Background: an optimization exercise with open tools, aiming at small area. Do not read the settings as production practice.
The RTL was checked by simulation tests, not by an equivalence proof against the original design.
No activity file was given, so power comes from the tool's default toggle rates.

==> flow/design.v <==
module mix_core (
    input  wire        clk,
    input  wire        rst,
    output wire        mem_req,
    output wire        mem_we,
    output wire [11:0] mem_addr,
    output wire [30:0] mem_wdata,
    input  wire        mem_ack,
    input  wire [30:0] mem_rdata,
    output wire        halted,
    output reg  [2:0]  fault_kind,
    output wire [13:0] fault_operand,
    output reg  [11:0] pc,
    output reg         ov,
    output wire [30:0] rA,
    output wire [30:0] rX,
    output wire [12:0] rI1,
    output wire [12:0] rI2,
    output wire [12:0] rI3,
    output wire [12:0] rI4,
    output wire [12:0] rI5,
    output wire [12:0] rI6
);
    localparam [3:0] S_CLEAR = 4'd0;    
    localparam [3:0] S_COPY  = 4'd1;    
    localparam [3:0] S_FETCH = 4'd2;    
    localparam [3:0] S_INC   = 4'd3;    
    localparam [3:0] S_FOP   = 4'd4;    
    localparam [3:0] S_EA    = 4'd5;    
    localparam [3:0] S_READ  = 4'd6;    
    localparam [3:0] S_EXEC  = 4'd8;    
    localparam [3:0] S_NEG   = 4'd9;    
    localparam [3:0] S_WRITE = 4'd10;   
    localparam [3:0] S_HALT  = 4'd11;
    reg [3:0]  st;
    reg [2:0]  bj;      
    reg [3:0]  byc;     
    reg [29:0] a_m;  reg a_s;
    reg [29:0] x_m;  reg x_s;
    reg [11:0] i1_m, i2_m, i3_m, i4_m, i5_m, i6_m;
    reg        i1_s, i2_s, i3_s, i4_s, i5_s, i6_s;
    reg [29:0] wb_m; reg wb_s;    
    reg [13:0] fo;                
    reg [11:0] ir;                
    reg        f_a, f_b, f_c;     
    assign rA  = {a_s, a_m};
    assign rX  = {x_s, x_m};
    assign rI1 = {i1_s, i1_m};
    assign rI2 = {i2_s, i2_m};
    assign rI3 = {i3_s, i3_m};
    assign rI4 = {i4_s, i4_m};
    assign rI5 = {i5_s, i5_m};
    assign rI6 = {i6_s, i6_m};
    assign fault_operand = fo;
    assign halted    = (st == S_HALT);
    assign mem_addr  = fo[11:0];
    assign mem_wdata = {wb_s, wb_m};
    wire fo_bad = fo[13] | fo[12] | ((&fo[11:7]) & (fo[6] | fo[5]));
    wire s_clear = (st == S_CLEAR);
    wire s_copy  = (st == S_COPY);
    wire s_fetch = (st == S_FETCH);
    wire s_inc   = (st == S_INC);
    wire s_fop   = (st == S_FOP);
    wire s_ea    = (st == S_EA);
    wire s_read  = (st == S_READ);
    wire s_exec  = (st == S_EXEC);
    wire s_neg   = (st == S_NEG);
    wire s_write = (st == S_WRITE);
    assign mem_req = ((s_fetch | s_read) & ~fo_bad) | s_write;
    assign mem_we  = s_write;
    wire p0 = ~bj[2] & ~bj[0];
    wire p1 = ~bj[1] &  bj[0];
    wire p2 = ~bj[2] &  bj[1];
    wire p5 =  bj[2] & ~bj[1];
    wire [3:0] b = byc;
    wire lt1  = ~b[3] & ~b[2] & ~b[1] & ~b[0];
    wire lt2  = ~b[3] & ~b[2] & ~b[1];
    wire lt3  = ~b[3] & ~b[2] & ~(b[1] & b[0]);
    wire lt4  = ~b[3] & ~b[2];
    wire lt5  = ~b[3] & ~(b[2] & (b[1] | b[0]));
    wire lt6  = ~b[3] & ~(b[2] & b[1]);
    wire lt7  = ~b[3] & ~(b[2] & b[1] & b[0]);
    wire lt8  = ~b[3];
    wire lt9  = ~b[3] | (~b[2] & ~b[1] & ~b[0]);
    wire lt10 = ~b[3] | (~b[2] & ~b[1]);
    wire end14 = (b == 4'd2) & p1;
    wire end60 = (b == 4'd9) & p5;
    wire [2:0] fl = ir[11:9];
    wire [2:0] fr = ir[8:6];
    wire [5:0] c  = ir[5:0];
    wire lz      = (fl == 3'd0);
    wire is_ar   = (c == 6'd1) | (c == 6'd2);
    wire is_sub  = c[1];
    wire is_ld   = (c[5:3] == 3'b001) | (c[5:3] == 3'b010);
    wire is_ldn  = c[4];
    wire is_st   = (c[5:3] == 3'b011) | (c[5:1] == 5'b10000);
    wire known   = is_ar | is_ld | is_st;
    wire st_zero = c[5];
    wire [2:0] dsel = c[2:0] & {3{~is_ar}};
    wire half    = (dsel != 3'd0) & (dsel != 3'd7);
    wire st_half = is_st & ((half & ~st_zero) | (c == 6'd32));
    wire [2:0] fs = lz ? 3'd1 : fl;
    wire [2:0] fk = (lz & (fr == 3'd0)) ? 3'd0 : (fr - fs + 3'd1);
    wire k_big    = fk[2] | (fk[1] & fk[0]);
    wire f_bad_ir = (fr[2] & fr[1]) | (fl > fr);
    reg lt_d, lt_e, lt_dw;
    always @(*) begin
        case (fr)
            3'd0: begin lt_d = lt5; lt_dw = half ? lt7 : lt10; end
            3'd1: begin lt_d = lt4; lt_dw = half ? lt6 : lt9;  end
            3'd2: begin lt_d = lt3; lt_dw = half ? lt5 : lt8;  end
            3'd3: begin lt_d = lt2; lt_dw = half ? lt4 : lt7;  end
            3'd4: begin lt_d = lt1; lt_dw = half ? lt3 : lt6;  end
            default: begin lt_d = 1'b0; lt_dw = half ? lt2 : lt5; end
        endcase
        case (fl)
            3'd0, 3'd1: lt_e = lt5;
            3'd2: lt_e = lt4;
            3'd3: lt_e = lt3;
            3'd4: lt_e = lt2;
            default: lt_e = lt1;
        endcase
    end
    wire [2:0] idx = s_ea ? wb_m[14:12] : dsel;
    reg  src_b, src_s;
    always @(*) begin
        case (idx)
            3'd0: begin src_b = a_m[0];  src_s = a_s;  end
            3'd1: begin src_b = i1_m[0]; src_s = i1_s; end
            3'd2: begin src_b = i2_m[0]; src_s = i2_s; end
            3'd3: begin src_b = i3_m[0]; src_s = i3_s; end
            3'd4: begin src_b = i4_m[0]; src_s = i4_s; end
            3'd5: begin src_b = i5_m[0]; src_s = i5_s; end
            3'd6: begin src_b = i6_m[0]; src_s = i6_s; end
            default: begin src_b = x_m[0]; src_s = x_s; end
        endcase
    end
    wire i_nz  = |wb_m[17:12];
    wire ea_ma = lt2 & wb_m[18];
    wire ea_mb = lt2 & i_nz & src_b;
    wire ea_a  = ea_ma ^ (wb_s & f_a);
    wire ea_b  = ea_mb ^ (i_nz & src_s & f_b);
    wire ea_s  = ea_a ^ ea_b ^ f_c;
    wire ea_c  = (ea_a & ea_b) | (f_c & (ea_a | ea_b));
    wire sa    = lz & a_s;
    wire sb    = (lz & wb_s) ^ is_sub;
    wire diff  = sa ^ sb;
    wire ad_a  = lt_e & a_m[0];
    wire ad_b  = (lt_e & wb_m[0]) ^ diff;
    wire ad_s  = ad_a ^ ad_b ^ f_c;
    wire ad_c  = (ad_a & ad_b) | (f_c & (ad_a | ad_b));
    wire adding = s_exec & ~lt_d & lt_dw;
    wire r_sb   = (lz & mem_rdata[30]) ^ is_sub;
    wire r_diff = sa ^ r_sb;
    wire newbit = s_neg ? (a_m[0] ^ f_c) :
                  s_exec ? (is_ar ? ad_s : (lt_e & wb_m[0])) : 1'b0;
    wire rot    = s_ea | (s_exec & (is_st | lt_d));
    wire ex_en  = s_exec & (is_st ? (~st_zero & ~lt_d & lt_dw) : lt_dw);
    wire ea_en  = s_ea & lt2 & i_nz;
    wire ie_en  = ex_en | ea_en;
    wire en_a   = s_clear | (s_neg & lt5) | (ex_en & (dsel == 3'd0));
    wire en_x   = s_clear | (ex_en & (dsel == 3'd7));
    wire en_i1  = s_clear | (ie_en & (idx == 3'd1));
    wire en_i2  = s_clear | (ie_en & (idx == 3'd2));
    wire en_i3  = s_clear | (ie_en & (idx == 3'd3));
    wire en_i4  = s_clear | (ie_en & (idx == 3'd4));
    wire en_i5  = s_clear | (ie_en & (idx == 3'd5));
    wire en_i6  = s_clear | (ie_en & (idx == 3'd6));
    wire ld_sign = lz & (mem_rdata[30] ^ is_ldn);
    wire ad_sign = (diff & ~f_c) ? sb : ((f_a | (f_c & ~diff)) ? sa : 1'b0);
    wire kbit = (p0 & fk[0]) | (p1 & fk[1]) | (p2 & fk[2]);
    wire fop_b = lt1 &
                 ((fault_kind == 3'd2) ? wb_m[12] :
                  (fault_kind == 3'd4) ? wb_m[0] :
                  f_bad_ir ? wb_m[6] : kbit);
    wire r_ibad = (mem_rdata[17:15] != 3'd0) | (&mem_rdata[14:12]);
    wire r_fbad = (mem_rdata[8] & mem_rdata[7]) | (mem_rdata[11:9] > mem_rdata[8:6]);
    wire ex5      = s_exec & lt5;
    wire wb_en_hi = s_ea ? lt2 : (ex5 | s_fop);
    wire wb_en_lo = ex5 | s_fop;
    wire wb_in    = s_ea ? wb_m[18] :
                    ((s_exec & is_st & ~lt_d & lt_e) ? (~st_zero & src_b) : wb_m[0]);
    wire rd_ack   = s_read & mem_ack;
    reg [3:0] st_n;
    always @(*) begin
        st_n = st;
        case (st)
            S_CLEAR: if (end60) st_n = S_COPY;
            S_COPY:  if (end14) st_n = S_FETCH;
            S_FETCH: if (fo_bad) st_n = S_HALT;
                     else if (mem_ack) st_n = (r_ibad | r_fbad) ? S_FOP : S_INC;
            S_INC:   if (end14) st_n = (~known | (st_half & k_big)) ? S_FOP : S_EA;
            S_FOP:   if (end14) st_n = S_HALT;
            S_EA:    if (end14) st_n = S_READ;
            S_READ:  if (fo_bad) st_n = S_HALT;
                     else if (mem_ack) st_n = S_EXEC;
            S_EXEC:  if (end60) st_n = is_st ? S_WRITE :
                                      ((is_ar & diff & ~f_c) ? S_NEG : S_COPY);
            S_NEG:   if (end60) st_n = S_COPY;
            S_WRITE: if (mem_ack) st_n = S_COPY;
            default: st_n = S_HALT;
        endcase
    end
    wire chg = mem_ack | (end14 & (s_copy | s_inc | s_fop | s_ea)) |
               (end60 & (s_clear | s_exec | s_neg));
    always @(posedge clk) begin
        if (rst) begin
            st  <= S_CLEAR;
            bj  <= 3'd0;
            byc <= 4'd0;
        end else begin
            st <= st_n;
            if (chg) begin
                bj  <= 3'd0;
                byc <= 4'd0;
            end else begin
                bj <= {bj[1:0], ~bj[2]};
                if (p5)
                    byc <= {b[3] ^ (b[2] & b[1] & b[0]), b[2] ^ (b[1] & b[0]),
                            b[1] ^ b[0], ~b[0]};
            end
        end
    end
    always @(posedge clk) begin
        if (s_fetch & fo_bad)
            fault_kind <= 3'd1;
        else if (s_fetch & mem_ack)
            fault_kind <= r_ibad ? 3'd2 : 3'd3;
        else if (s_inc)
            fault_kind <= known ? 3'd3 : 3'd4;
        else if (s_read)
            fault_kind <= 3'd1;
    end
    always @(posedge clk) begin
        if (chg) begin
            f_a <= 1'b0;
            f_b <= 1'b0;
            f_c <= s_read & r_diff;
        end else if (s_inc & lt2) begin
            f_c <= f_c | ~pc[0];
        end else if (s_ea) begin
            f_a <= f_a | ea_ma;
            f_b <= f_b | ea_mb;
            f_c <= ea_c;
        end else if (adding) begin
            f_a <= f_a | ad_s;
            f_c <= ad_c;
        end else if (s_neg & lt5) begin
            f_c <= f_c | a_m[0];
        end
    end
    always @(posedge clk) begin
        if (s_copy)
            fo <= {lt2 & pc[0], fo[13:1]};
        else if (s_ea)
            fo <= {ea_s, fo[13:1]};
        else if (s_fop)
            fo <= {fop_b, fo[13:1]};
    end
    always @(posedge clk) begin
        if (s_clear)
            pc <= {1'b0, pc[11:1]};
        else if (s_copy & lt2)
            pc <= {pc[0], pc[11:1]};
        else if (s_inc & lt2)
            pc <= {pc[0] ^ ~f_c, pc[11:1]};
    end
    always @(posedge clk) begin
        if (s_fetch & mem_ack)
            ir <= mem_rdata[11:0];
    end
    always @(posedge clk) begin
        if ((s_fetch | s_read) & mem_ack) begin
            wb_m <= mem_rdata[29:0];
            wb_s <= (rd_ack & is_st & lz) ? (~st_zero & src_s) : mem_rdata[30];
        end else begin
            if (wb_en_hi)
                wb_m[29:18] <= {wb_in, wb_m[29:19]};
            if (wb_en_lo)
                wb_m[17:0] <= {wb_m[18], wb_m[17:1]};
        end
    end
    always @(posedge clk) begin
        if (s_clear)
            ov <= 1'b0;
        else if (s_exec & end60 & is_ar & ~diff & f_c)
            ov <= 1'b1;
    end
    always @(posedge clk) begin
        if (en_a) a_m <= {(rot ? a_m[0] : newbit), a_m[29:1]};
        if (en_x) x_m <= {(rot ? x_m[0] : newbit), x_m[29:1]};
        if (en_i1) i1_m <= {(rot ? i1_m[0] : newbit), i1_m[11:1]};
        if (en_i2) i2_m <= {(rot ? i2_m[0] : newbit), i2_m[11:1]};
        if (en_i3) i3_m <= {(rot ? i3_m[0] : newbit), i3_m[11:1]};
        if (en_i4) i4_m <= {(rot ? i4_m[0] : newbit), i4_m[11:1]};
        if (en_i5) i5_m <= {(rot ? i5_m[0] : newbit), i5_m[11:1]};
        if (en_i6) i6_m <= {(rot ? i6_m[0] : newbit), i6_m[11:1]};
    end
    wire ld_ack = rd_ack & is_ld;
    always @(posedge clk) begin
        if (s_clear) begin
            a_s <= 1'b0; x_s <= 1'b0;
            i1_s <= 1'b0; i2_s <= 1'b0; i3_s <= 1'b0;
            i4_s <= 1'b0; i5_s <= 1'b0; i6_s <= 1'b0;
        end else begin
            if ((ld_ack & (dsel == 3'd0)) | (s_exec & end60 & is_ar))
                a_s <= s_exec ? ad_sign : ld_sign;
            if (ld_ack & (dsel == 3'd7)) x_s  <= ld_sign;
            if (ld_ack & (dsel == 3'd1)) i1_s <= ld_sign;
            if (ld_ack & (dsel == 3'd2)) i2_s <= ld_sign;
            if (ld_ack & (dsel == 3'd3)) i3_s <= ld_sign;
            if (ld_ack & (dsel == 3'd4)) i4_s <= ld_sign;
            if (ld_ack & (dsel == 3'd5)) i5_s <= ld_sign;
            if (ld_ack & (dsel == 3'd6)) i6_s <= ld_sign;
        end
    end
endmodule
==> flow/flow/run.sh <==
#!/bin/bash
# Standard layout, with three changes: the combinational logic of the
# standard synthesis re-mapped by ABC with an area script (registers kept
# as the standard synthesis made them), the smallest buffer on the ports,
# and a clock tree of small buffers.
set -euo pipefail
export BUFFER_PORTS_ARGS="-buffer_cell sky130_fd_sc_hd__buf_1"
export CTS_ARGS="-sink_clustering_enable -repair_clock_nets -dont_use_dummy_load -buf_list sky130_fd_sc_hd__clkbuf_4 -root_buf sky130_fd_sc_hd__clkbuf_8 -sink_clustering_buffer sky130_fd_sc_hd__clkbuf_4 -sink_clustering_size 9 -sink_clustering_max_diameter 45"
YOSYS=${YOSYS_EXE:-$(command -v yosys || echo "$FLOW_HOME/../tools/install/yosys/bin/yosys")}
R=orfs/results/$FLOW_PLATFORM/mix_core/base

bash standard.sh synth > standard_synth.log 2>&1
cp "$R/1_2_yosys.v" standard.v
cp "$FLOW_HOME/platforms/$FLOW_PLATFORM/lib/sky130_fd_sc_hd__tt_025C_1v80.lib" lib.lib
"$YOSYS" -s flow/remap.ys > remap.log 2>&1
rm -f lib.lib
cp remapped.v "$R/1_2_yosys.v"
bash standard.sh finish > standard_finish.log 2>&1
==> flow/flow/remap.abc <==
strash
&get -n
&deepsyn -T 60
&put
dch -f
amap
topo
==> flow/flow/remap.ys <==
# Re-map the combinational logic of the standard synthesis with a stronger
# area script. The standard synthesis's registers stay as they are: their
# cells are black boxes here, so names, count and cell types are kept.
read_liberty -ignore_miss_func -ignore_miss_dir lib.lib
blackbox sky130_fd_sc_hd__dfbbn_1 sky130_fd_sc_hd__dfbbn_2 sky130_fd_sc_hd__dfbbp_1 sky130_fd_sc_hd__dfrbp_1
blackbox sky130_fd_sc_hd__dfrbp_2 sky130_fd_sc_hd__dfrtn_1 sky130_fd_sc_hd__dfrtp_1 sky130_fd_sc_hd__dfrtp_2
blackbox sky130_fd_sc_hd__dfrtp_4 sky130_fd_sc_hd__dfsbp_1 sky130_fd_sc_hd__dfsbp_2 sky130_fd_sc_hd__dfstp_1
blackbox sky130_fd_sc_hd__dfstp_2 sky130_fd_sc_hd__dfstp_4 sky130_fd_sc_hd__dfxbp_1 sky130_fd_sc_hd__dfxbp_2
blackbox sky130_fd_sc_hd__dfxtp_1 sky130_fd_sc_hd__dfxtp_2 sky130_fd_sc_hd__dfxtp_4 sky130_fd_sc_hd__dlclkp_1
blackbox sky130_fd_sc_hd__dlclkp_2 sky130_fd_sc_hd__dlclkp_4 sky130_fd_sc_hd__dlrbn_1 sky130_fd_sc_hd__dlrbn_2
blackbox sky130_fd_sc_hd__dlrbp_1 sky130_fd_sc_hd__dlrbp_2 sky130_fd_sc_hd__dlrtn_1 sky130_fd_sc_hd__dlrtn_2
blackbox sky130_fd_sc_hd__dlrtn_4 sky130_fd_sc_hd__dlrtp_1 sky130_fd_sc_hd__dlrtp_2 sky130_fd_sc_hd__dlrtp_4
blackbox sky130_fd_sc_hd__dlxbn_1 sky130_fd_sc_hd__dlxbn_2 sky130_fd_sc_hd__dlxbp_1 sky130_fd_sc_hd__dlxtn_1
blackbox sky130_fd_sc_hd__dlxtn_2 sky130_fd_sc_hd__dlxtn_4 sky130_fd_sc_hd__dlxtp_1 sky130_fd_sc_hd__edfxbp_1
blackbox sky130_fd_sc_hd__edfxtp_1 sky130_fd_sc_hd__lpflow_inputisolatch_1 sky130_fd_sc_hd__sdfbbn_1 sky130_fd_sc_hd__sdfbbn_2
blackbox sky130_fd_sc_hd__sdfbbp_1 sky130_fd_sc_hd__sdfrbp_1 sky130_fd_sc_hd__sdfrbp_2 sky130_fd_sc_hd__sdfrtn_1
blackbox sky130_fd_sc_hd__sdfrtp_1 sky130_fd_sc_hd__sdfrtp_2 sky130_fd_sc_hd__sdfrtp_4 sky130_fd_sc_hd__sdfsbp_1
blackbox sky130_fd_sc_hd__sdfsbp_2 sky130_fd_sc_hd__sdfstp_1 sky130_fd_sc_hd__sdfstp_2 sky130_fd_sc_hd__sdfstp_4
blackbox sky130_fd_sc_hd__sdfxbp_1 sky130_fd_sc_hd__sdfxbp_2 sky130_fd_sc_hd__sdfxtp_1 sky130_fd_sc_hd__sdfxtp_2
blackbox sky130_fd_sc_hd__sdfxtp_4 sky130_fd_sc_hd__sdlclkp_1 sky130_fd_sc_hd__sdlclkp_2 sky130_fd_sc_hd__sdlclkp_4
blackbox sky130_fd_sc_hd__sedfxbp_1 sky130_fd_sc_hd__sedfxbp_2 sky130_fd_sc_hd__sedfxtp_1 sky130_fd_sc_hd__sedfxtp_2
blackbox sky130_fd_sc_hd__sedfxtp_4
read_verilog standard.v
hierarchy -top mix_core
flatten
rename -hide w:*.*
opt_clean -purge
stat
abc -liberty lib.lib -dont_use sky130_fd_sc_hd__lpflow_* -dont_use sky130_fd_sc_hd__probe_p_8 -dont_use sky130_fd_sc_hd__probec_p_8 -script flow/remap.abc
opt_clean -purge
hilomap -singleton -hicell sky130_fd_sc_hd__conb_1 HI -locell sky130_fd_sc_hd__conb_1 LO
hierarchy -top mix_core
stat -liberty lib.lib
write_verilog -noattr -nohex -nodec remapped.v
==> flow/standard.sh <==
#!/bin/bash
# synth_recipe.tcl (not shown) runs the flow's synth.tcl, then flattens the netlist and writes it again
# the make line also repeats each setting of config.mk as NAME=value (left out here)
make -C /OpenROAD-flow-scripts/flow DESIGN_CONFIG=/design/flow/config.mk WORK_HOME=/design/flow/orfs CLKGATE_MAP_FILE= SYNTH_SCRIPT=/design/flow/synth_recipe.tcl "${@:-finish}"
==> flow/config.mk <==
export PLATFORM = sky130hd
export DESIGN_NAME = mix_core
export DESIGN_NICKNAME = mix_core
export VERILOG_FILES = /design/flow/design.v
export SDC_FILE = /design/flow/constraint.sdc
export NUM_CORES = 4
export LEC_CHECK = 0
export ABC_AREA = 1
export CAP_MARGIN = 20
export CORE_MARGIN = 2
export CORE_UTILIZATION = 55
export PLACE_DENSITY = 0.7
export SLEW_MARGIN = 20
==> flow/constraint.sdc <==
create_clock -name core_clock -period 10.0 [get_ports {clk}]
set_input_delay 2.0000 -clock core_clock [delete_from_list [all_inputs] [get_ports {clk}]]
set_output_delay 2.0000 -clock core_clock [all_outputs]
set_load 0.01 [all_outputs]
==> notes.md, run 1 <==
# TYPE chip_impl_metric gauge
chip_impl_metric{name="grt_total_ovfl",unit=""} 0
chip_impl_metric{name="power.leakage",unit="nW"} 3.44
chip_impl_metric{name="clkSlewWorstSetupHoldPaths",unit="ns"} 0.10
chip_impl_metric{name="h-tree-depth",unit=""} 1
chip_impl_metric{name="drt_wl_total",unit="mm"} 21.2
chip_impl_metric{name="initial_utilization",unit="%"} 56.5
chip_impl_metric{name="worst-endpoint-required",unit="ns"} 8.00
chip_impl_metric{name="count_of_tritonroute_iterations_in_the_first_routing_pass",unit=""} 5
chip_impl_metric{name="iter_0_drt_violations",unit=""} 447
chip_impl_info{name="setup.worst_path.class",value="reg2out"} 1
chip_impl_metric{name="syn_inst_count",unit=""} 626
chip_impl_metric{name="num-fill-cells",unit=""} 1191
chip_impl_info{name="cpMaxStageDelayCell",value="sky130_fd_sc_hd__dfxtp_1"} 1
chip_impl_metric{name="post-route-period-util",unit="%"} 43.7
chip_impl_metric{name="hold_slack",unit="ns"} 0.425
chip_impl_info{name="crit_path_start_kind",value="register"} 1
chip_impl_metric{name="ff2ff_path_depth",unit=""} 16
chip_impl_metric{name="synth-warning-count",unit=""} 1
chip_impl_metric{name="globalplace.congestion",unit=""} 0.943
chip_impl_metric{name="timing.critical_path.slowest_cell_delay",unit="ns"} 0.40
chip_impl_metric{name="floorplan.die_area",unit="µm²"} 16800
chip_impl_info{name="cts_tree",value="yes"} 1
chip_impl_metric{name="detailedPlacementHpwl",unit="mm"} 15.8
chip_impl_metric{name="clock_buffer_count_from_cts",unit=""} 30
chip_impl_metric{name="antenna_violating_nets_post_route",unit=""} 0
chip_impl_metric{name="final_net_count",unit=""} 948
chip_impl_info{name="critical_path.most_common_cell",value="sky130_fd_sc_hd__clkinv_1"} 1
chip_impl_metric{name="drive_above_1_share",unit="%"} 4.50
chip_impl_metric{name="timing.critical_path.buf_inv",unit=""} 4
chip_impl_metric{name="syn-cell-area",unit="µm²"} 8650
chip_impl_metric{name="antenna-diode-count",unit=""} 0
chip_impl_metric{name="grt_first_pass_wirelength",unit="mm"} 31.6
chip_impl_metric{name="holdBufCountCts",unit=""} 0
chip_impl_metric{name="clk_latency",unit="ns"} 0.54
chip_impl_metric{name="die-height",unit="µm"} 129
chip_impl_metric{name="via_total_after_detailed_routing",unit=""} 6379
chip_impl_metric{name="wl_per_cell",unit="µm"} 18.9
chip_impl_metric{name="maxSlewHeadroom",unit="%"} 25.2
chip_impl_metric{name="hold_depth",unit=""} 0
chip_impl_metric{name="num_rows",unit=""} 45
chip_impl_metric{name="timing_worst_slew_pin_value",unit="ns"} 1.12
chip_impl_metric{name="drc",unit=""} 0
chip_impl_info{name="cpLargestDelayFamily",value="simple AND/OR/NAND/NOR gates"} 1
chip_impl_metric{name="initial_antenna_violation_count",unit=""} 0
chip_impl_metric{name="irDropWorstVdd",unit="mV"} 0.155
chip_impl_metric{name="place.port_buffers",unit=""} 249
chip_impl_metric{name="finalHoldViolations",unit=""} 0
chip_impl_metric{name="cp.arrival",unit="ns"} 2.37
chip_impl_metric{name="syn_to_final_growth",unit="%"} 17.5
chip_impl_metric{name="final-max-slew-violation-count",unit=""} 0
chip_impl_metric{name="post-route-min-period",unit="ns"} 4.37
chip_impl_metric{name="postSynthNetCount",unit=""} 660
chip_impl_metric{name="worstSetupPathDepth",unit=""} 9
chip_impl_metric{name="grtUsageTotal",unit="%"} 24.3
chip_impl_info{name="run_status",value="complete, no violations"} 1
chip_impl_metric{name="ios",unit=""} 250
chip_impl_metric{name="core-area",unit="µm²"} 15300
chip_impl_metric{name="maximum_number_of_pins_on_one_net_before_global_route_repair",unit=""} 34
chip_impl_metric{name="vias_per_cell",unit=""} 5.68
chip_impl_metric{name="clk_path_buf_depth",unit=""} 3
chip_impl_info{name="cp-end-kind",value="primary output"} 1
chip_impl_metric{name="power_density",unit="nW/µm²"} 258
chip_impl_metric{name="final.setup_skew",unit="ns"} 0.0494
chip_impl_info{name="clock-root-buffer",value="sky130_fd_sc_hd__clkbuf_8"} 1
chip_impl_metric{name="maximum_frequency_from_static_timing_analysis",unit="GHz"} 0.229
chip_impl_metric{name="post_cts.repair.setup_buffers",unit=""} 0
chip_impl_metric{name="total_power",unit="mW"} 2.63
chip_impl_metric{name="cts.sinks",unit=""} 227
chip_impl_info{name="min-delay-path-class",value="reg2reg"} 1
chip_impl_metric{name="max_capacitance_violation_count",unit=""} 0
chip_impl_metric{name="dieWidth",unit="µm"} 129
chip_impl_metric{name="path_max_fanout",unit=""} 5
chip_impl_metric{name="cts.repair.resized",unit=""} 0
chip_impl_metric{name="avgSynthCellArea",unit="µm²"} 13.8
chip_impl_metric{name="fin_tns_setup",unit="ns"} 0
chip_impl_metric{name="final_report_setup_violation_count",unit=""} 0
chip_impl_info{name="ordered_cell_list_for_the_critical_path",value="clkinv_1 -> nand2_1 -> nor2_1 -> clkinv_1 -> nor2_1 -> nor3_1 -> clkinv_1 -> nor3_1 -> buf_1"} 1
chip_impl_metric{name="grt_pass1_vias",unit=""} 5825
chip_impl_info{name="grt_setup_unrepaired",value="no"} 1
==> final timing paths <==
path              startpoint  endpoint  slack, ns
setup reg to reg       st[0]       f_c       6.01
hold reg to reg      i4_m[7]   i4_m[6]       0.42
setup / recovery       st[3]    halted       5.63
hold / removal       i4_m[7]   i4_m[6]       0.42
==> cells in the final DEF, fill, tap and decap left out, types with 9 or more instances in the layout <==
master and instances:
sky130_fd_sc_hd__a211oi_1 10, sky130_fd_sc_hd__a21oi_1 23, sky130_fd_sc_hd__a31oi_1 12, sky130_fd_sc_hd__buf_1 249, sky130_fd_sc_hd__clkbuf_4 27, sky130_fd_sc_hd__clkinv_1 76, sky130_fd_sc_hd__dfxtp_1 26, sky130_fd_sc_hd__edfxtp_1 201
sky130_fd_sc_hd__nand2_1 36, sky130_fd_sc_hd__nor2_1 83, sky130_fd_sc_hd__nor3_1 15, sky130_fd_sc_hd__o21ai_0 28, sky130_fd_sc_hd__o22a_1 30, sky130_fd_sc_hd__o22ai_1 9
==> layer usage <==
layer / global-route usage, % / up-vias / wire, µm
met1: 35.6 / 3061 / 9310
met2: 37.5 / 337 / 9690
met4: 6.14 / 0 / 288
li1: - / 2950 / -
met3: 5.37 / 31 / 1890
met5: 0 / - / 0
==> final cells by class <==
class                      count  area [µm²]  share of cell area, %
timing repair buffer         256         987                   9.71
multi-input combinational    323        1830                   18.0
sequential                   227        6560                   64.5
tap                          211         264                   2.60
clock buffer                  30         244                   2.40
inverter                      76         285                   2.81
==> power breakdown <==
part	internal (mW)	total (mW)	switching, mW	leakage, nW
clock network	0.152	0.424	0.271	0.146
logic	0.167	0.598	0.432	0.945
registers	1.44	1.61	0.165	2.35
==> sequential cells by signal (all words and copies together), names as in the netlist, 3 cells and up <==
| name | cells |
|---|---|
| i6_m | 12 |
| fault_kind | 3 |
| wb_m | 30 |
| fo | 14 |
| bj | 3 |
| i1_m | 12 |
| i3_m | 12 |
| i5_m | 12 |
| i4_m | 12 |
| ir | 12 |
| pc | 12 |
| x_m | 30 |
| st | 4 |
| a_m | 30 |
| byc | 4 |
| i2_m | 12 |
==> stage by stage <==
step	worst slack (ns)	area, µm²	std cells	util [%]
final	5.63	10200	1123	66.4
after global routing	5.46	10200	1123	66.4
after CTS	5.61	10200	1123	66.4
after detailed placement	5.41	9920	1093	64.8
after global placement	5.48	9920	1093	64.8
after floorplan	3.96	8650	626	-
==> inputs of run 2 (changes only) <==
--- a/flow/flow/run.sh
+++ b/flow/flow/run.sh
@@ -7,3 +7,3 @@
 export BUFFER_PORTS_ARGS="-buffer_cell sky130_fd_sc_hd__buf_1"
-export CTS_ARGS="-sink_clustering_enable -repair_clock_nets -dont_use_dummy_load -buf_list sky130_fd_sc_hd__clkbuf_4 -root_buf sky130_fd_sc_hd__clkbuf_8 -sink_clustering_buffer sky130_fd_sc_hd__clkbuf_4 -sink_clustering_size 9 -sink_clustering_max_diameter 45"
+export CTS_ARGS="-sink_clustering_enable -repair_clock_nets -dont_use_dummy_load -buf_list sky130_fd_sc_hd__clkbuf_2 -root_buf sky130_fd_sc_hd__clkbuf_8 -sink_clustering_buffer sky130_fd_sc_hd__clkbuf_2 -sink_clustering_size 12"
 YOSYS=${YOSYS_EXE:-$(command -v yosys || echo "$FLOW_HOME/../tools/install/yosys/bin/yosys")}
==> run 2 against run 1 <==
- first-iteration DRC count rose by 5.4%
- register-to-register slack lost 0.03 ns
- clock-buffer cell count is 24 higher
- sequential cell count unchanged
- wire length increased by 1.2%
- utilization is 0.49 points higher
- highest routed layer unchanged
- hold slack gained 0.0054 ns
- cell count up 2.2%
- critical endpoint unchanged
- via count rose by 1.8%
- sequential power is essentially flat
- maximum frequency up 2.4%
- critical path type unchanged
- still clean
- power is 2.1% higher
==> notes.md, run 2 <==
# TYPE chip_impl_metric gauge
chip_impl_metric{name="dieWidth",unit="µm"} 129
chip_impl_metric{name="h-tree-depth",unit=""} 2
chip_impl_metric{name="final_net_count",unit=""} 973
chip_impl_metric{name="grtUsageTotal",unit="%"} 24.7
chip_impl_metric{name="syn-cell-area",unit="µm²"} 8650
chip_impl_info{name="run_status",value="complete, no violations"} 1
chip_impl_metric{name="drc",unit=""} 0
chip_impl_info{name="cp-end-kind",value="primary output"} 1
chip_impl_metric{name="fin_tns_setup",unit="ns"} 0
chip_impl_metric{name="avgSynthCellArea",unit="µm²"} 13.8
chip_impl_metric{name="globalplace.congestion",unit=""} 0.943
chip_impl_metric{name="ff2ff_path_depth",unit=""} 16
chip_impl_metric{name="switching_portion_of_total_power",unit="%"} 33.5
chip_impl_metric{name="vias_per_cell",unit=""} 5.66
chip_impl_metric{name="synth-warning-count",unit=""} 1
chip_impl_metric{name="cellInternalPower",unit="mW"} 1.79
chip_impl_info{name="grt_setup_unrepaired",value="no"} 1
chip_impl_metric{name="grt_pass1_vias",unit=""} 6059
chip_impl_info{name="min-delay-path-class",value="reg2reg"} 1
chip_impl_metric{name="cts.sinks",unit=""} 227
chip_impl_metric{name="clock_buffer_count_from_cts",unit=""} 54
chip_impl_info{name="layout.cells.most_common_list",value="sky130_fd_sc_hd__buf_1 (249), sky130_fd_sc_hd__edfxtp_1 (201), sky130_fd_sc_hd__nor2_1 (84)"} 1
chip_impl_metric{name="post-route-min-period",unit="ns"} 4.27
chip_impl_metric{name="finalHoldViolations",unit=""} 0
chip_impl_info{name="hold_end",value="i5_m[4]"} 1
chip_impl_metric{name="die-height",unit="µm"} 129
chip_impl_metric{name="clkSlewWorstSetupHoldPaths",unit="ns"} 0.09
chip_impl_metric{name="grt_first_pass_wirelength",unit="mm"} 31.9
chip_impl_metric{name="initial_utilization",unit="%"} 56.5
chip_impl_metric{name="count_of_tritonroute_iterations_in_the_first_routing_pass",unit=""} 5
chip_impl_info{name="cpLargestDelayFamily",value="simple AND/OR/NAND/NOR gates"} 1
chip_impl_metric{name="final.setup_skew",unit="ns"} 0.0562
chip_impl_metric{name="iter_0_drt_violations",unit=""} 471
chip_impl_metric{name="holdBufCountCts",unit=""} 0
chip_impl_metric{name="irDropWorstVdd",unit="mV"} 0.155
chip_impl_metric{name="detailedPlacementHpwl",unit="mm"} 15.8
chip_impl_info{name="critical_path.most_common_cell",value="sky130_fd_sc_hd__clkinv_1"} 1
chip_impl_info{name="min_from",value="i5_m[5]"} 1
chip_impl_metric{name="cts.repair.resized",unit=""} 0
chip_impl_metric{name="worstSetupPathDepth",unit=""} 9
chip_impl_metric{name="timing.critical_path.buf_inv",unit=""} 4
chip_impl_metric{name="post-route-worst-setup-slack",unit="ns"} 5.73
chip_impl_metric{name="path_max_fanout",unit=""} 5
chip_impl_metric{name="initial_antenna_violation_count",unit=""} 0
chip_impl_metric{name="comb_power_share",unit="%"} 22.3
chip_impl_metric{name="finish.instance_area",unit="µm²"} 10200
chip_impl_metric{name="ios",unit=""} 250
chip_impl_metric{name="post_cts.repair.setup_buffers",unit=""} 0
chip_impl_metric{name="clk_path_buf_depth",unit=""} 3
chip_impl_info{name="cpMaxStageDelayCell",value="sky130_fd_sc_hd__dfxtp_1"} 1
chip_impl_metric{name="syn_inst_count",unit=""} 626
chip_impl_metric{name="max_capacitance_violation_count",unit=""} 0
chip_impl_metric{name="power_density",unit="nW/µm²"} 262
chip_impl_metric{name="syn_to_final_growth",unit="%"} 18.4
chip_impl_metric{name="post-route-period-util",unit="%"} 42.7
chip_impl_metric{name="clock_power_share",unit="%"} 17.8
chip_impl_metric{name="hold_depth",unit=""} 0
chip_impl_metric{name="dpl_worst_slack",unit="ns"} 5.41
chip_impl_metric{name="post_dp_cell_area",unit="µm²"} 9920
chip_impl_info{name="ordered_cell_list_for_the_critical_path",value="clkinv_1 -> nand2_1 -> nor2_1 -> clkinv_1 -> nor2_1 -> nor3_1 -> clkinv_1 -> nor3_1 -> buf_1"} 1
chip_impl_metric{name="drt_wl_total",unit="mm"} 21.4
chip_impl_metric{name="final-max-slew-violation-count",unit=""} 0
chip_impl_metric{name="r2r_slack",unit="ns"} 5.98
chip_impl_metric{name="core-area",unit="µm²"} 15300
chip_impl_info{name="clock-root-buffer",value="sky130_fd_sc_hd__clkbuf_8"} 1
chip_impl_metric{name="wl_per_cell",unit="µm"} 18.7
chip_impl_info{name="r2r_start",value="st[0]"} 1
chip_impl_info{name="cts_tree",value="yes"} 1
chip_impl_metric{name="drive_above_1_share",unit="%"} 6.94
chip_impl_metric{name="netSwitchingPower",unit="mW"} 0.900
chip_impl_metric{name="maximum_number_of_pins_on_one_net_before_global_route_repair",unit=""} 34
chip_impl_info{name="final_common_cell",value="sky130_fd_sc_hd__buf_1"} 1
chip_impl_metric{name="final_report_setup_violation_count",unit=""} 0
chip_impl_metric{name="timing_worst_slew_pin_value",unit="ns"} 1.06
chip_impl_info{name="reg.largest.list",value="a_m (30), wb_m (30), x_m (30)"} 1
chip_impl_metric{name="antenna-diode-count",unit=""} 0
chip_impl_metric{name="postSynthNetCount",unit=""} 660
chip_impl_metric{name="power.sequential.fraction",unit="%"} 59.9
chip_impl_metric{name="place.port_buffers",unit=""} 249
chip_impl_metric{name="via_total_after_detailed_routing",unit=""} 6496
chip_impl_info{name="timing.rr.end",value="f_c"} 1
chip_impl_metric{name="power.leakage",unit="nW"} 3.54
chip_impl_info{name="crit_path_start_kind",value="register"} 1
chip_impl_metric{name="grt_total_ovfl",unit=""} 0
chip_impl_metric{name="maximum_frequency_from_static_timing_analysis",unit="GHz"} 0.234
chip_impl_metric{name="num_rows",unit=""} 45
chip_impl_info{name="setup.worst_path.class",value="reg2out"} 1
chip_impl_metric{name="timing.critical_path.slowest_cell_delay",unit="ns"} 0.38
chip_impl_metric{name="maxSlewHeadroom",unit="%"} 28.9
chip_impl_metric{name="cp.arrival",unit="ns"} 2.27
chip_impl_metric{name="clk_latency",unit="ns"} 0.52
chip_impl_metric{name="worst-endpoint-required",unit="ns"} 8.00
chip_impl_metric{name="antenna_violating_nets_post_route",unit=""} 0
chip_impl_metric{name="floorplan.die_area",unit="µm²"} 16800
==> run 2: worst max path at each step <==
stage            start       end  slack, ns
3_5_place_dp   mem_ack  wb_m[19]       5.41
3_3_place_gp   mem_ack  wb_m[24]       5.48
4_1_cts          st[3]    halted       5.70
2_1_floorplan  mem_ack  wb_m[18]       3.96
5_1_grt          st[3]    halted       5.57
6_report         st[3]    halted       5.73
==> run 2: power groups by stage <==
stage | Sequential (mW) | Clock, mW | Combinational [mW]
2_1_floorplan | 1.73 | 0 | 0.176
3_3_place_gp | 1.61 | 0 | 0.598
3_5_place_dp | 1.62 | 0 | 0.605
4_1_cts | 1.61 | 0.498 | 0.603
5_1_grt | 1.64 | 0.539 | 0.661
6_report | 1.61 | 0.478 | 0.598
==> run 2: final cells by class <==
class,instances,area (µm²)
sequential,227,6560
inverter,76,285
multi-input combinational,323,1830
timing repair buffer,257,995
clock buffer,54,314
fill,1183,5070
tap,211,264
==> run 2: metal layers <==
metal / part of all wire [%] / wire length [µm] / global-route usage (%) / vias up
met5: 0 / 0 / 0 / -
met4: 1.7 / 359 / 8.29 / 0
met3: 10 / 2140 / 6.40 / 35
met2: 45 / 9710 / 37.7 / 383
met1: 43 / 9210 / 35.2 / 3076
li1: - / - / - / 3002
==> run 2: per-stage QoR <==
stage               instances  hold WS, ns  total power [mW]  utilization [%]
CTS                      1147        0.438              2.71             66.8
finish                   1148        0.430              2.68             66.9
detailed placement       1093        0.432              2.23             64.8
floorplan                 626        0.414              1.90                -
global placement         1093        0.429              2.21             64.8
global route             1148        0.439              2.84             66.9
==> inputs of run 3 (changes only) <==
--- a/flow/design.v
+++ b/flow/design.v
@@ -10,3 +10,3 @@
     output wire        halted,
-    output reg  [2:0]  fault_kind,
+    output wire [2:0]  fault_kind,
     output wire [13:0] fault_operand,
@@ -23,14 +23,16 @@
 );
-    localparam [3:0] S_CLEAR = 4'd0;    
-    localparam [3:0] S_COPY  = 4'd1;    
-    localparam [3:0] S_FETCH = 4'd2;    
-    localparam [3:0] S_INC   = 4'd3;    
-    localparam [3:0] S_FOP   = 4'd4;    
-    localparam [3:0] S_EA    = 4'd5;    
-    localparam [3:0] S_READ  = 4'd6;    
-    localparam [3:0] S_EXEC  = 4'd8;    
-    localparam [3:0] S_NEG   = 4'd9;    
-    localparam [3:0] S_WRITE = 4'd10;   
-    localparam [3:0] S_HALT  = 4'd11;
-    reg [3:0]  st;
+    localparam [4:0] S_CLEAR = 5'b00000;   
+    localparam [4:0] S_COPY  = 5'b00001;   
+    localparam [4:0] S_FETCH = 5'b00010;   
+    localparam [4:0] S_INC   = 5'b00011;   
+    localparam [4:0] S_EA    = 5'b00100;   
+    localparam [4:0] S_READ  = 5'b00101;   
+    localparam [4:0] S_EXEC  = 5'b00110;   
+    localparam [4:0] S_NEG   = 5'b00111;   
+    localparam [4:0] S_WRITE = 5'b01000;   
+    localparam [4:0] S_FOP2  = 5'b10010;   
+    localparam [4:0] S_FOP3  = 5'b10011;
+    localparam [4:0] S_FOP4  = 5'b10100;
+    localparam [4:0] S_HALT1 = 5'b11001;   
+    reg [4:0]  st;
     reg [2:0]  bj;      
@@ -54,3 +56,4 @@
     assign fault_operand = fo;
-    assign halted    = (st == S_HALT);
+    assign halted     = st[4] & st[3];
+    assign fault_kind = st[2:0];
     assign mem_addr  = fo[11:0];
@@ -62,3 +65,3 @@
     wire s_inc   = (st == S_INC);
-    wire s_fop   = (st == S_FOP);
+    wire s_fop   = st[4] & ~st[3];
     wire s_ea    = (st == S_EA);
@@ -172,4 +175,4 @@
     wire fop_b = lt1 &
-                 ((fault_kind == 3'd2) ? wb_m[12] :
-                  (fault_kind == 3'd4) ? wb_m[0] :
+                 ((st[2:0] == 3'd2) ? wb_m[12] :
+                  st[2] ? wb_m[0] :
                   f_bad_ir ? wb_m[6] : kbit);
@@ -183,3 +186,3 @@
     wire rd_ack   = s_read & mem_ack;
-    reg [3:0] st_n;
+    reg [4:0] st_n;
     always @(*) begin
@@ -189,8 +192,7 @@
             S_COPY:  if (end14) st_n = S_FETCH;
-            S_FETCH: if (fo_bad) st_n = S_HALT;
-                     else if (mem_ack) st_n = (r_ibad | r_fbad) ? S_FOP : S_INC;
-            S_INC:   if (end14) st_n = (~known | (st_half & k_big)) ? S_FOP : S_EA;
-            S_FOP:   if (end14) st_n = S_HALT;
+            S_FETCH: if (fo_bad) st_n = S_HALT1;
+                     else if (mem_ack) st_n = r_ibad ? S_FOP2 : (r_fbad ? S_FOP3 : S_INC);
+            S_INC:   if (end14) st_n = ~known ? S_FOP4 : ((st_half & k_big) ? S_FOP3 : S_EA);
             S_EA:    if (end14) st_n = S_READ;
-            S_READ:  if (fo_bad) st_n = S_HALT;
+            S_READ:  if (fo_bad) st_n = S_HALT1;
                      else if (mem_ack) st_n = S_EXEC;
@@ -200,3 +202,4 @@
             S_WRITE: if (mem_ack) st_n = S_COPY;
-            default: st_n = S_HALT;
+            S_FOP2, S_FOP3, S_FOP4: if (end14) st_n = st | 5'b01000;
+            default: st_n = st;
         endcase
@@ -223,12 +226,2 @@
     end
-    always @(posedge clk) begin
-        if (s_fetch & fo_bad)
-            fault_kind <= 3'd1;
-        else if (s_fetch & mem_ack)
-            fault_kind <= r_ibad ? 3'd2 : 3'd3;
-        else if (s_inc)
-            fault_kind <= known ? 3'd3 : 3'd4;
-        else if (s_read)
-            fault_kind <= 3'd1;
-    end
     always @(posedge clk) begin
==> run 3 against run 2 <==
- highest routed layer is now met5
- sequential power about the same
- sequential cell count down 2
- power up 1.5%
- still clean
- via count up 2.4%
- largest cell class unchanged
- clock skew down 0.0031 ns
- die area up 0.43%
- non-clock buffer count down 1
- cell count up 1.2%
==> notes.md, run 3 <==
# TYPE chip_impl_metric gauge
chip_impl_metric{name="finalHoldViolations",unit=""} 0
chip_impl_metric{name="syn_inst_count",unit=""} 641
chip_impl_metric{name="dpl_worst_slack",unit="ns"} 4.95
chip_impl_metric{name="num-fill-cells",unit=""} 1214
chip_impl_metric{name="clk_path_buf_depth",unit=""} 3
chip_impl_metric{name="clock_buffer_count_from_cts",unit=""} 54
chip_impl_metric{name="worst-endpoint-required",unit="ns"} 8.00
chip_impl_metric{name="maximum_frequency_from_static_timing_analysis",unit="GHz"} 0.204
chip_impl_metric{name="ios",unit=""} 250
chip_impl_metric{name="cts.sinks",unit=""} 225
chip_impl_metric{name="initial_antenna_violation_count",unit=""} 1
chip_impl_info{name="cts_tree",value="yes"} 1
chip_impl_metric{name="cp.arrival",unit="ns"} 2.90
chip_impl_info{name="setup.worst_path.class",value="reg2out"} 1
chip_impl_info{name="cp-end-kind",value="primary output"} 1
chip_impl_metric{name="core-area",unit="µm²"} 15300
chip_impl_metric{name="place.port_buffers",unit=""} 249
chip_impl_metric{name="die-height",unit="µm"} 130
chip_impl_info{name="run_status",value="complete, no violations"} 1
chip_impl_metric{name="vias_per_cell",unit=""} 5.72
chip_impl_metric{name="path_max_fanout",unit=""} 9
chip_impl_metric{name="clkSlewWorstSetupHoldPaths",unit="ns"} 0.09
chip_impl_metric{name="dieWidth",unit="µm"} 130
chip_impl_metric{name="via_total_after_detailed_routing",unit=""} 6650
chip_impl_metric{name="power.leakage",unit="nW"} 3.46
chip_impl_metric{name="final.setup_skew",unit="ns"} 0.0531
chip_impl_info{name="crit_path_start_kind",value="register"} 1
chip_impl_metric{name="fin_tns_setup",unit="ns"} 0
chip_impl_metric{name="power_density",unit="nW/µm²"} 265
chip_impl_metric{name="drive_above_1_share",unit="%"} 6.94
chip_impl_info{name="final_common_cell",value="sky130_fd_sc_hd__buf_1"} 1
chip_impl_info{name="r2r_start",value="st[2]"} 1
chip_impl_metric{name="grt_total_ovfl",unit=""} 0
chip_impl_metric{name="antenna-diode-count",unit=""} 0
chip_impl_metric{name="syn_to_final_growth",unit="%"} 18.2
chip_impl_metric{name="antenna_violating_nets_post_route",unit=""} 0
chip_impl_info{name="reg.largest.list",value="a_m (30), wb_m (30), x_m (30)"} 1
chip_impl_metric{name="post_cts.repair.setup_buffers",unit=""} 0
chip_impl_metric{name="floorplan.die_area",unit="µm²"} 16800
chip_impl_info{name="grt_setup_unrepaired",value="no"} 1
chip_impl_metric{name="drc",unit=""} 0
chip_impl_metric{name="detailedPlacementHpwl",unit="mm"} 16.7
chip_impl_metric{name="final-max-slew-violation-count",unit=""} 0
chip_impl_metric{name="maximum_number_of_pins_on_one_net_before_global_route_repair",unit=""} 34
chip_impl_metric{name="grt_first_pass_wirelength",unit="mm"} 34.3
chip_impl_metric{name="timing_worst_slew_pin_value",unit="ns"} 1.04
chip_impl_info{name="min-delay-path-class",value="reg2reg"} 1
chip_impl_metric{name="total_power",unit="mW"} 2.72
chip_impl_metric{name="ff2ff_path_depth",unit=""} 16
chip_impl_metric{name="cts.repair.resized",unit=""} 0
chip_impl_metric{name="finish.instance_area",unit="µm²"} 10300
chip_impl_metric{name="postSynthNetCount",unit=""} 675
chip_impl_metric{name="final_report_setup_violation_count",unit=""} 0
chip_impl_metric{name="drt_wl_total",unit="mm"} 22.7
chip_impl_metric{name="r2r_slack",unit="ns"} 5.42
chip_impl_metric{name="wl_per_cell",unit="µm"} 19.5
chip_impl_metric{name="final_net_count",unit=""} 987
chip_impl_info{name="worstSetupEndpoint",value="mem_req"} 1
chip_impl_metric{name="globalplace.congestion",unit=""} 0.914
chip_impl_metric{name="irDropWorstVdd",unit="mV"} 0.174
chip_impl_metric{name="post_dp_cell_area",unit="µm²"} 9950
chip_impl_metric{name="post-route-period-util",unit="%"} 49.0
chip_impl_metric{name="num_rows",unit=""} 45
chip_impl_metric{name="initial_utilization",unit="%"} 56.8
chip_impl_metric{name="hold_depth",unit=""} 0
chip_impl_metric{name="syn-cell-area",unit="µm²"} 8690
chip_impl_metric{name="max_capacitance_violation_count",unit=""} 0
chip_impl_metric{name="iter_0_drt_violations",unit=""} 565
chip_impl_metric{name="post-route-worst-setup-slack",unit="ns"} 5.10
chip_impl_metric{name="post-route-min-period",unit="ns"} 4.90
chip_impl_metric{name="avgSynthCellArea",unit="µm²"} 13.6
chip_impl_metric{name="count_of_tritonroute_iterations_in_the_first_routing_pass",unit=""} 4
chip_impl_info{name="clock-root-buffer",value="sky130_fd_sc_hd__clkbuf_8"} 1
chip_impl_info{name="layout.cells.most_common_list",value="sky130_fd_sc_hd__buf_1 (249), sky130_fd_sc_hd__edfxtp_1 (201), sky130_fd_sc_hd__nor2_1 (90)"} 1
chip_impl_metric{name="clk_latency",unit="ns"} 0.52
chip_impl_metric{name="h-tree-depth",unit=""} 2
chip_impl_metric{name="synth-warning-count",unit=""} 1
chip_impl_metric{name="maxSlewHeadroom",unit="%"} 30.4
chip_impl_metric{name="grtUsageTotal",unit="%"} 26.5
chip_impl_metric{name="hold_slack",unit="ns"} 0.437
chip_impl_info{name="crit_start",value="st[1]"} 1
chip_impl_metric{name="holdBufCountCts",unit=""} 0
chip_impl_info{name="timing.rr.end",value="f_c"} 1
chip_impl_metric{name="grt_pass1_vias",unit=""} 6438
run 3: how the worst min path moves through the flow:
stage                        from  endpoint
final                     i3_m[6]   i3_m[5]
after global routing       a_m[4]    a_m[3]
after CTS                 i2_m[3]   i2_m[2]
after detailed placement    bj[2]     bj[0]
after global placement      bj[2]     bj[0]
after floorplan             bj[2]     bj[0]
run 3: final cells by class:
type / instances / area [µm²] / share of cell area (%)
clock buffers: 54 / 314 / 3.06
inverters: 82 / 308 / 3.00
multi-input cells: 334 / 1880 / 18.3
flip-flops and latches: 225 / 6520 / 63.4
well taps: 211 / 264 / 2.57
repair buffers: 256 / 987 / 9.61
run 3: power breakdown:
group | switching (mW) | internal (mW)
clock | 0.314 | 0.176
sequential | 0.184 | 1.46
combinational | 0.437 | 0.156
total | 0.935 | 1.79
run 3: worst max-delay path, cell delays in order, from the launching register on:
cell and delay [ns]:
sky130_fd_sc_hd__dfxtp_1 0.53, sky130_fd_sc_hd__clkinv_1 0.38, sky130_fd_sc_hd__o21ai_0 0.54, sky130_fd_sc_hd__nand3_1 0.19, sky130_fd_sc_hd__a21oi_1 0.25, sky130_fd_sc_hd__clkinv_1 0.13, sky130_fd_sc_hd__o21ai_0 0.13, sky130_fd_sc_hd__clkinv_1 0.13
sky130_fd_sc_hd__buf_1 0.14
run 3: routing by layer:
metal	part of all wire [%]	up-vias	track usage, %
met3	9.2	56	7.87
met5	0.044	-	0
met1	43	3174	37.0
met4	2.6	2	10.1
met2	45	362	40.0
li1	-	3056	-
run 3: metrics by stage:
stage	instances	utilization (%)
floorplan	641	-
global placement	1108	65.0
detailed placement	1108	65.0
CTS	1162	67.0
global route	1162	67.1
finish	1162	67.1
==> inputs of run 4 (changes only) <==
==> flow/flow/run.sh (replaced) <==
#!/bin/bash
# Standard layout, with three changes: the combinational logic of the
# standard synthesis re-mapped by ABC with an area script (registers kept
# as the standard synthesis made them; four seeds, the smallest kept), the
# smallest buffer on the ports, and a clock tree of small buffers.
set -euo pipefail
export BUFFER_PORTS_ARGS="-buffer_cell sky130_fd_sc_hd__buf_1"
export CTS_ARGS="-sink_clustering_enable -repair_clock_nets -dont_use_dummy_load -buf_list sky130_fd_sc_hd__clkbuf_4 -root_buf sky130_fd_sc_hd__clkbuf_8 -sink_clustering_buffer sky130_fd_sc_hd__clkbuf_4 -sink_clustering_size 9 -sink_clustering_max_diameter 45"
YOSYS=${YOSYS_EXE:-$(command -v yosys || echo "$FLOW_HOME/../tools/install/yosys/bin/yosys")}
R=orfs/results/$FLOW_PLATFORM/mix_core/base

bash standard.sh synth > standard_synth.log 2>&1
cp "$R/1_2_yosys.v" standard.v
cp "$FLOW_HOME/platforms/$FLOW_PLATFORM/lib/sky130_fd_sc_hd__tt_025C_1v80.lib" lib.lib
for s in 0 1 2 3; do
  sed "s/SEED/$s/" flow/remap.abc > remap_$s.abc
  sed "s#flow/remap.abc#remap_$s.abc#; s#remapped.v#remapped_$s.v#" flow/remap.ys > remap_$s.ys
  "$YOSYS" -s remap_$s.ys > remap_$s.log 2>&1 &
done
wait
# a re-mapped netlist much smaller than the standard one would mean lost logic
std=$(grep "Chip area" orfs/reports/$FLOW_PLATFORM/mix_core/base/synth_stat.txt | tail -1 | awk '{print $NF}')
best=""; besta=""
for s in 0 1 2 3; do
  a=$( (grep "Chip area" remap_$s.log || true) | tail -1 | awk '{print $NF}')
  echo "seed $s area $a" >> remap_pick.log
  if [[ -n "$a" ]] && awk "BEGIN{exit !($a > 0.8 * $std)}" && { [[ -z "$besta" ]] || awk "BEGIN{exit !($a < $besta)}"; }; then best=$s; besta=$a; fi
done
echo "picked seed $best area $besta" >> remap_pick.log
rm -f lib.lib
[[ -n "$best" ]] || { echo "no usable re-mapped netlist" >> remap_pick.log; exit 1; }
cp remapped_$best.v "$R/1_2_yosys.v"
bash standard.sh finish > standard_finish.log 2>&1
==> flow/flow/remap.abc (replaced) <==
strash
&get -n
&deepsyn -T 60 -S SEED
&put
dch -f
amap
topo
--- a/flow/flow/remap.ys
+++ b/flow/flow/remap.ys
@@ -28,3 +28,39 @@
 stat
-abc -liberty lib.lib -dont_use sky130_fd_sc_hd__lpflow_* -dont_use sky130_fd_sc_hd__probe_p_8 -dont_use sky130_fd_sc_hd__probec_p_8 -script flow/remap.abc
+abc -liberty lib.lib -script flow/remap.abc \
+    -dont_use sky130_fd_sc_hd__lpflow_bleeder_1 \
+    -dont_use sky130_fd_sc_hd__lpflow_clkbufkapwr_1 \
+    -dont_use sky130_fd_sc_hd__lpflow_clkbufkapwr_16 \
+    -dont_use sky130_fd_sc_hd__lpflow_clkbufkapwr_2 \
+    -dont_use sky130_fd_sc_hd__lpflow_clkbufkapwr_4 \
+    -dont_use sky130_fd_sc_hd__lpflow_clkbufkapwr_8 \
+    -dont_use sky130_fd_sc_hd__lpflow_clkinvkapwr_1 \
+    -dont_use sky130_fd_sc_hd__lpflow_clkinvkapwr_16 \
+    -dont_use sky130_fd_sc_hd__lpflow_clkinvkapwr_2 \
+    -dont_use sky130_fd_sc_hd__lpflow_clkinvkapwr_4 \
+    -dont_use sky130_fd_sc_hd__lpflow_clkinvkapwr_8 \
+    -dont_use sky130_fd_sc_hd__lpflow_decapkapwr_12 \
+    -dont_use sky130_fd_sc_hd__lpflow_decapkapwr_3 \
+    -dont_use sky130_fd_sc_hd__lpflow_decapkapwr_4 \
+    -dont_use sky130_fd_sc_hd__lpflow_decapkapwr_6 \
+    -dont_use sky130_fd_sc_hd__lpflow_decapkapwr_8 \
+    -dont_use sky130_fd_sc_hd__lpflow_inputiso0n_1 \
+    -dont_use sky130_fd_sc_hd__lpflow_inputiso0p_1 \
+    -dont_use sky130_fd_sc_hd__lpflow_inputiso1n_1 \
+    -dont_use sky130_fd_sc_hd__lpflow_inputiso1p_1 \
+    -dont_use sky130_fd_sc_hd__lpflow_inputisolatch_1 \
+    -dont_use sky130_fd_sc_hd__lpflow_isobufsrc_1 \
+    -dont_use sky130_fd_sc_hd__lpflow_isobufsrc_16 \
+    -dont_use sky130_fd_sc_hd__lpflow_isobufsrc_2 \
+    -dont_use sky130_fd_sc_hd__lpflow_isobufsrc_4 \
+    -dont_use sky130_fd_sc_hd__lpflow_isobufsrc_8 \
+    -dont_use sky130_fd_sc_hd__lpflow_isobufsrckapwr_16 \
+    -dont_use sky130_fd_sc_hd__lpflow_lsbuf_lh_hl_isowell_tap_1 \
+    -dont_use sky130_fd_sc_hd__lpflow_lsbuf_lh_hl_isowell_tap_2 \
+    -dont_use sky130_fd_sc_hd__lpflow_lsbuf_lh_hl_isowell_tap_4 \
+    -dont_use sky130_fd_sc_hd__lpflow_lsbuf_lh_isowell_4 \
+    -dont_use sky130_fd_sc_hd__lpflow_lsbuf_lh_isowell_tap_1 \
+    -dont_use sky130_fd_sc_hd__lpflow_lsbuf_lh_isowell_tap_2 \
+    -dont_use sky130_fd_sc_hd__lpflow_lsbuf_lh_isowell_tap_4 \
+    -dont_use sky130_fd_sc_hd__probe_p_8 \
+    -dont_use sky130_fd_sc_hd__probec_p_8
 opt_clean -purge
==> run 4 against run 3 <==
- still clean
- synthesized cell count decreased by 3.0%
- maximum frequency is 12% higher
- clock-buffer cell count fell by 24
- sequential cell count unchanged
- cell count down 3.8%
- utilization down 0.61 points
- clock skew rose by 0.0061 ns
- critical path type unchanged
==> notes.md, run 4 <==
# TYPE chip_impl_metric gauge
chip_impl_info{name="run_status",value="complete, no violations"} 1
chip_impl_info{name="cts_tree",value="yes"} 1
chip_impl_metric{name="via_total_after_detailed_routing",unit=""} 6473
chip_impl_metric{name="hold_slack",unit="ns"} 0.434
chip_impl_metric{name="power.sequential.fraction",unit="%"} 55.3
chip_impl_metric{name="cellInternalPower",unit="mW"} 2.20
chip_impl_metric{name="post-route-period-util",unit="%"} 43.7
chip_impl_info{name="r2r_start",value="st[3]"} 1
chip_impl_metric{name="wl_met1",unit="mm"} 8.60
chip_impl_metric{name="grt_total_ovfl",unit=""} 0
chip_impl_metric{name="switching_portion_of_total_power",unit="%"} 38.9
chip_impl_info{name="crit_start",value="st[1]"} 1
chip_impl_metric{name="comb_power_share",unit="%"} 33.0
chip_impl_metric{name="drc",unit=""} 0
chip_impl_metric{name="drt_wl_total",unit="mm"} 21.0
chip_impl_metric{name="clk_path_buf_depth",unit=""} 3
chip_impl_info{name="grt_setup_unrepaired",value="no"} 1
chip_impl_metric{name="h-tree-depth",unit=""} 1
chip_impl_metric{name="multi_input_comb_area",unit="µm²"} 1890
chip_impl_metric{name="die-height",unit="µm"} 129
chip_impl_metric{name="count_of_tritonroute_iterations_in_the_first_routing_pass",unit=""} 7
chip_impl_metric{name="met3WireLength",unit="mm"} 2.16
chip_impl_metric{name="detailedPlacementHpwl",unit="mm"} 15.6
chip_impl_metric{name="path_max_fanout",unit=""} 10
chip_impl_metric{name="final.setup_skew",unit="ns"} 0.0592
chip_impl_metric{name="final_report_setup_violation_count",unit=""} 0
chip_impl_metric{name="grt_pass1_vias",unit=""} 6001
chip_impl_metric{name="globalplace.congestion",unit=""} 0.941
chip_impl_info{name="cp-end-kind",value="primary output"} 1
chip_impl_metric{name="r2r_slack",unit="ns"} 6.01
chip_impl_metric{name="final_net_count",unit=""} 943
chip_impl_metric{name="iter_0_drt_violations",unit=""} 493
chip_impl_metric{name="num-fill-cells",unit=""} 1157
chip_impl_metric{name="syn-cell-area",unit="µm²"} 8620
chip_impl_metric{name="avgSynthCellArea",unit="µm²"} 13.9
chip_impl_metric{name="postSynthNetCount",unit=""} 656
chip_impl_info{name="setup.worst_path.class",value="reg2out"} 1
chip_impl_info{name="worstSetupEndpoint",value="mem_req"} 1
chip_impl_metric{name="grt_first_pass_wirelength",unit="mm"} 31.4
chip_impl_metric{name="cts.repair.resized",unit=""} 0
chip_impl_metric{name="wl_per_cell",unit="µm"} 18.8
chip_impl_metric{name="maximum_number_of_pins_on_one_net_before_global_route_repair",unit=""} 37
chip_impl_metric{name="detailroute.wirelength.met2",unit="mm"} 9.64
chip_impl_metric{name="netSwitchingPower",unit="mW"} 1.40
chip_impl_metric{name="antenna_violating_nets_post_route",unit=""} 0
chip_impl_metric{name="holdBufCountCts",unit=""} 0
chip_impl_metric{name="syn_inst_count",unit=""} 622
chip_impl_metric{name="worst-endpoint-required",unit="ns"} 8.00
chip_impl_metric{name="antenna-diode-count",unit=""} 0
chip_impl_metric{name="maxSlewHeadroom",unit="%"} 33.5
chip_impl_metric{name="post-route-min-period",unit="ns"} 4.37
chip_impl_metric{name="total_power",unit="mW"} 3.60
chip_impl_metric{name="num_rows",unit=""} 45
chip_impl_metric{name="place.port_buffers",unit=""} 249
chip_impl_metric{name="drive_above_1_share",unit="%"} 4.63
chip_impl_metric{name="finalHoldViolations",unit=""} 0
chip_impl_metric{name="post_cts.repair.setup_buffers",unit=""} 0
chip_impl_info{name="min-delay-path-class",value="reg2reg"} 1
chip_impl_metric{name="clk_latency",unit="ns"} 0.54
chip_impl_metric{name="final-max-slew-violation-count",unit=""} 0
chip_impl_metric{name="power.leakage",unit="nW"} 3.28
chip_impl_info{name="timing.rr.end",value="fo[13]"} 1
chip_impl_info{name="crit_path_start_kind",value="register"} 1
chip_impl_metric{name="maximum_frequency_from_static_timing_analysis",unit="GHz"} 0.229
chip_impl_info{name="final_common_cell",value="sky130_fd_sc_hd__buf_1"} 1
chip_impl_metric{name="max_capacitance_violation_count",unit=""} 0
chip_impl_metric{name="core-area",unit="µm²"} 15300
chip_impl_metric{name="clock_buffer_count_from_cts",unit=""} 30
chip_impl_metric{name="initial_utilization",unit="%"} 56.5
chip_impl_metric{name="cts.sinks",unit=""} 225
chip_impl_metric{name="power_density",unit="nW/µm²"} 355
-- run 4: final cells by class --
| cell class | instances | area share (%) |
|---|---|---|
| clock buffer | 30 | 2.41 |
| multi-input combinational | 331 | 18.6 |
| timing repair buffer | 255 | 9.66 |
| tap | 211 | 2.60 |
| inverter | 66 | 2.44 |
| sequential | 225 | 64.2 |
-- run 4: power groups by stage --
stage,logic [mW],clock network [mW],registers [mW]
2_1_floorplan,0.459,0,2.17
3_3_place_gp,1.16,0,1.99
3_5_place_dp,1.19,0,2.01
4_1_cts,1.19,0.441,2.00
5_1_grt,1.31,0.470,2.05
6_report,1.19,0.422,1.99
-- run 4: worst max-delay path, stage by stage, from the launching register on --
cell and delay [ns]:
sky130_fd_sc_hd__dfxtp_1 0.53, sky130_fd_sc_hd__clkinv_1 0.34, sky130_fd_sc_hd__nor2_1 0.23, sky130_fd_sc_hd__a21oi_1 0.08, sky130_fd_sc_hd__o21bai_1 0.21, sky130_fd_sc_hd__nor2_1 0.15, sky130_fd_sc_hd__a21oi_1 0.11, sky130_fd_sc_hd__clkinv_1 0.08
sky130_fd_sc_hd__buf_1 0.15
-- run 4: worst min-delay path by stage --
stage / depth (start not counted) / to / slack [ns] / from
floorplan: 1 / bj[0] / 0.41 / bj[2]
global route: 0 / i2_m[8] / 0.44 / i2_m[9]
CTS: 0 / i2_m[8] / 0.44 / i2_m[9]
finish: 0 / i2_m[8] / 0.43 / i2_m[9]
detailed placement: 0 / x_m[11] / 0.43 / x_m[12]
global placement: 1 / bj[0] / 0.43 / bj[2]
-- run 4: metrics by stage --
| step | worst slack, ns | std cells | area, µm² | utilization [%] |
|---|---|---|---|---|
| 2_1_floorplan | 5.37 | 622 | 8620 | - |
| 3_3_place_gp | 5.96 | 1088 | 9880 | 64.7 |
| 3_5_place_dp | 5.86 | 1088 | 9880 | 64.7 |
| 4_1_cts | 5.63 | 1118 | 10100 | 66.3 |
| 5_1_grt | 5.39 | 1118 | 10100 | 66.5 |
| 6_report | 5.63 | 1118 | 10100 | 66.5 |
-- run 4: routing by layer --
metal	vias up	global-route usage, %
met2	408	37.9
met5	-	0
met3	51	6.11
met1	3055	32.8
met4	0	9.08
li1	2959	-

[re-timing with driven ports]
No port has a modelled driver above. Below, the same layouts with a new extraction and two added sets of constraints. Step 1: set_driving_cell puts a clkbuf_16 on clk and a buf_2 on each other input, an assumption about the parent block. Step 2, shift: input delay + t, output delay - t, t = (earliest + latest rising clock arrival at the registers) / 2. This alone moves slack from input paths to output paths. Three values: ideal ports, drivers, drivers and shift; two values: the first two.
| run | t, ns | setup slack, ns | worst setup path after step 2 | clock arrival spread, ns |
|---|---|---|---|---|
| run 1 | 0.553 | 5.627 / 5.588 / 5.367 | input to register | 0.049 / 0.049 |
| run 2 | 0.527 | 5.728 / 5.689 / 5.365 | input to register | 0.056 / 0.056 |
| run 3 | 0.532 | 5.101 / 5.062 / 4.915 | input to register | 0.053 / 0.054 |
| run 4 | 0.550 | 5.630 / 5.590 / 5.955 | input to register | 0.059 / 0.059 |
After both steps every run listed still meets setup and hold. The setup slack of run 2, which loses most, moves by -0.039 ns with the drivers and by -0.363 ns with both steps.
